From an optimization exercise on the open Yosys and OpenROAD flow, aimed at small area, a short achievable clock period and few clock cycles; shortcuts taken in it are not production practice. Only simulation tests tie the RTL to the original design; equivalence was not proved. Power figures rest on the tool's default switching activity, not on a simulated workload.

==> flow/design.v (excerpt) <==
module dphy_tc (
    input  wire        clk,
    input  wire        rst,           
    input  wire        cmd_valid,
    output wire        cmd_ready,
    input  wire [31:0] cmd_data,
    output reg  [31:0] result,
    output reg         mmio_valid,
    output wire [15:0] mmio_addr,
    output reg  [31:0] mmio_data,
    output reg         rpt_valid,
    output wire [31:0] rpt_raw,
    output wire [31:0] rpt_rounded
);
For scale: roughly 3300 cells after synthesis, roughly 450 flip-flops, about 180 I/O pins, about 0.026 mm2 of cells after synthesis.
==> flow/config.mk <==
export PLATFORM = sky130hd
export DESIGN_NAME = dphy_tc
export DESIGN_NICKNAME = dphy_tc
export VERILOG_FILES = /design/flow/design.v
export SDC_FILE = /design/flow/constraint.sdc
export NUM_CORES = 4
export LEC_CHECK = 0
export ABC_AREA = 1
export CAP_MARGIN = 20
export CORE_MARGIN = 2
export CORE_UTILIZATION = 40
export CTS_BUF_LIST = sky130_fd_sc_hd__clkbuf_8
export PLACE_DENSITY = 0.6
export SLEW_MARGIN = 20
==> flow/constraint.sdc <==
create_clock -name core_clock -period 10.0 [get_ports {clk}]
set_input_delay 2.0000 -clock core_clock [delete_from_list [all_inputs] [get_ports {clk}]]
set_output_delay 2.0000 -clock core_clock [all_outputs]
set_load 0.01 [all_outputs]
standard.sh (not shown) runs the stock make flow with config.mk's settings and CLKGATE_MAP_FILE= SYNTH_SCRIPT=/design/flow/synth_recipe.tcl, a recipe that flattens the netlist after the stock synthesis.
==> flow/flow/run.sh <==
#!/bin/bash
# Own layout flow: the standard flow (standard.sh runs the unchanged ORFS scripts from
# synthesis to the final layout), with two make settings added on its command line:
set -euo pipefail
bash standard.sh finish SETUP_SLACK_MARGIN=6.25 \
    "BUFFER_PORTS_ARGS=-buffer_cell sky130_fd_sc_hd__buf_2" > standard_flow.log 2>&1
Testbench counts at the start, summed over its fixed seeds: cycles 3,182.
Edit:
--- a/flow/design.v
+++ b/flow/design.v
@@ -33,21 +33,20 @@
     reg        img_any;           
     reg [31:0] stg;
     reg [7:0]  status;
     reg        busy;              
     reg        wr_act;            
     reg [1:0]  wr_ph;             
     reg [13:0] addr_q;
     wire        clamp   = (plan_raw > 16'd3996);
     wire [11:0] raw_eff = plan_raw[11:0] | {12{|plan_raw[15:12]}};
     wire [11:0] rom_in  = busy ? raw_eff : mode_raw;
-    wire [5:0]  d6      = cmd_data[5:0];       
     wire [64:0] pc_0 = rom_in[0] ? 65'd65536 : 65'd0;
     wire [64:0] pc_1 = rom_in[1] ? 65'd65536 : pc_0;
     wire [64:0] pc_2 = rom_in[2] ? 65'd65536 : pc_1;
     wire [64:0] pc_3 = rom_in[3] ? 65'd65536 : pc_2;
     wire [64:0] pc_4 = rom_in[0] ? 65'd144116287604326400 : 65'd65536;
     wire [64:0] pc_5 = rom_in[1] ? 65'd144116287604326400 : pc_4;
     wire [64:0] pc_6 = rom_in[2] ? 65'd144116287604326400 : pc_5;
     wire [64:0] pc_7 = rom_in[3] ? pc_6 : 65'd65536;
     wire [64:0] pc_8 = rom_in[4] ? pc_7 : pc_3;
     wire [64:0] pc_9 = rom_in[0] ? 65'd144680337069375744 : 65'd144116287604326400;
@@ -1058,35 +1057,20 @@
     wire [34:0] pb_254 = raw_eff[3] ? 35'd6121486849 : pb_253;
     wire [34:0] pb_255 = raw_eff[4] ? 35'd6121486849 : pb_254;
     wire [34:0] pb_256 = raw_eff[5] ? 35'd6121486849 : pb_255;
     wire [34:0] pb_257 = raw_eff[6] ? pb_256 : 35'd6121617921;
     wire [34:0] pb_258 = raw_eff[7] ? pb_257 : 35'd6121617921;
     wire [34:0] pb_259 = raw_eff[8] ? pb_258 : 35'd6121617921;
     wire [34:0] pb_260 = raw_eff[9] ? 35'd6121486849 : pb_259;
     wire [34:0] pb_261 = raw_eff[10] ? 35'd6121486849 : pb_260;
     wire [34:0] pb_262 = raw_eff[11] ? pb_261 : pb_250;
     wire [34:0] pb = pb_262;
-    wire [27:0] mp_0 = d6[0] ? 28'd75525144 : 28'd151050288;
-    wire [27:0] mp_1 = d6[0] ? 28'd37762572 : 28'd50350096;
-    wire [27:0] mp_2 = d6[1] ? mp_1 : mp_0;
-    wire [27:0] mp_3 = d6[0] ? 28'd25175048 : 28'd28321929;
-    wire [27:0] mp_4 = d6[1] ? 28'd18881286 : mp_3;
-    wire [27:0] mp_5 = d6[2] ? mp_4 : mp_2;
-    wire [27:0] mp_6 = d6[0] ? 28'd12587524 : 28'd15734405;
-    wire [27:0] mp_7 = d6[1] ? 28'd12587524 : mp_6;
-    wire [27:0] mp_8 = d6[2] ? 28'd9440643 : mp_7;
-    wire [27:0] mp_9 = d6[3] ? mp_8 : mp_5;
-    wire [27:0] mp_10 = d6[3] ? 28'd3146881 : 28'd6293762;
-    wire [27:0] mp_11 = d6[4] ? mp_10 : mp_9;
-    wire [27:0] mp_12 = d6[4] ? 28'd0 : 28'd3146881;
-    wire [27:0] mp_13 = d6[5] ? mp_12 : mp_11;
-    wire [27:0] mp = mp_13;
     localparam [191:0] LO_TAB = 192'h0000000000009ac76351a2d1b358ec6a345ad63b1a8d1688;
     assign cmd_ready   = !busy && !wr_act;
     assign rpt_raw     = {16'd0, plan_raw};
     assign rpt_rounded = {15'd0, mmio_data[16:0]};
     assign mmio_addr   = {addr_q, 2'b00};
     wire [7:0]  op  = cmd_data[31:24];
     wire [7:0]  sel = cmd_data[23:16];
     wire [15:0] imm = cmd_data[15:0];
     wire sel0   = (sel == 8'd0);
     wire imm0   = (imm == 16'd0);
@@ -1130,26 +1114,38 @@
     wire pack_ok    = do_pack && plan_valid;
     wire write_ok   = do_write && img_valid;
     wire wrstg_ok   = do_wrstg && (imm[1:0] == 2'd0);
     wire [10:0] slot;
     genvar g;
     generate
         for (g = 0; g < 11; g = g + 1) begin : g_slot
             assign slot[g] = (sel[3:0] == g + 3);
         end
     endgenerate
-    wire [5:0]  pclk_calc = mp[5:0];
+    wire [5:0] d6 = imm[5:0];
+    wire [5:0] pclk_calc = (d6 == 6'd0)  ? 6'd48 :
+                           (d6 == 6'd1)  ? 6'd24 :
+                           (d6 == 6'd2)  ? 6'd16 :
+                           (d6 == 6'd3)  ? 6'd12 :
+                           (d6 == 6'd4)  ? 6'd9  :
+                           (d6 == 6'd5)  ? 6'd8  :
+                           (d6 <= 6'd7)  ? 6'd6  :
+                           (d6 == 6'd8)  ? 6'd5  :
+                           (d6 <= 6'd11) ? 6'd4  :
+                           (d6 <= 6'd15) ? 6'd3  :
+                           (d6 <= 6'd23) ? 6'd2  : 6'd1;
     wire [1:0]  m_fmt = imm[9:8];
     wire        m_cls = imm[10];
     wire        m_l   = imm[11];
     wire [10:0] pix = (m_fmt == 2'd0) ? {1'b0, pclk_calc, 4'd0} :
-                      (m_fmt == 2'd1) ? mp[16:6] : mp[27:17];
+                      (m_fmt == 2'd1) ? ({1'b0, pclk_calc, 4'd0} + {4'd0, pclk_calc, 1'b0}) :
+                                        ({1'b0, pclk_calc, 4'd0} + {2'd0, pclk_calc, 3'd0});
     wire [11:0] raw_calc = (m_cls && !m_l) ? {1'b0, pix} :
                            (!m_cls && m_l) ? {3'd0, pix[10:2]} : {2'd0, pix[10:1]};
     function [2:0] oh3(input [1:0] d);       
         oh3 = {d == 2'd2, d == 2'd1, (d == 2'd0) || (d == 2'd3)};
     endfunction
     function [2:0] add3(input [2:0] a, input [2:0] b);
         add3 = {(a[0] & b[2]) | (a[1] & b[1]) | (a[2] & b[0]),
                 (a[0] & b[1]) | (a[1] & b[0]) | (a[2] & b[2]),
                 (a[0] & b[0]) | (a[1] & b[2]) | (a[2] & b[1])};
     endfunction
Result: The changed run finished clean. Clock-buffer cell count stays the same. Setup slack got worse by 0.26 ns. Clock power drops by about 4%. Final area climbs by 1.9%. Global-route usage went up by 0.29 points. Non-clock buffer count goes up by 14.
Testbench counts after the change, summed over its fixed seeds: cycles 3,182.

-- static timing again, ports no longer ideal --
The results above use ideal ports. As a check the final layouts listed here were re-extracted and re-timed, cells and wires unchanged.
Step 1, drivers: a clkbuf_16 drives clk and a buf_2 each remaining input, both assumed.
Step 2 adds t to the input delays and takes it off the output delays; t is the mean of the earliest and latest rising clock arrival at the registers after step 1. Input paths then give back, and output paths get back, about the clock's delay inside the block.
Three values: no drivers, after step 1, after step 2; two values: the first two.
run | shift t [ns] | setup WS [ns] | hold slack, ns
the first run | 0.726 | 6.193 / 6.208 / 5.482 | 0.389 / 0.389 / 0.389
the second run | 0.726 | 5.932 / 5.960 / 5.234 | 0.408 / 0.408 / 0.408
After both steps setup and hold are still met in every run listed. For the first run, which loses most, drivers alone change the setup slack by +0.015 ns; drivers and shift together by -0.711 ns.
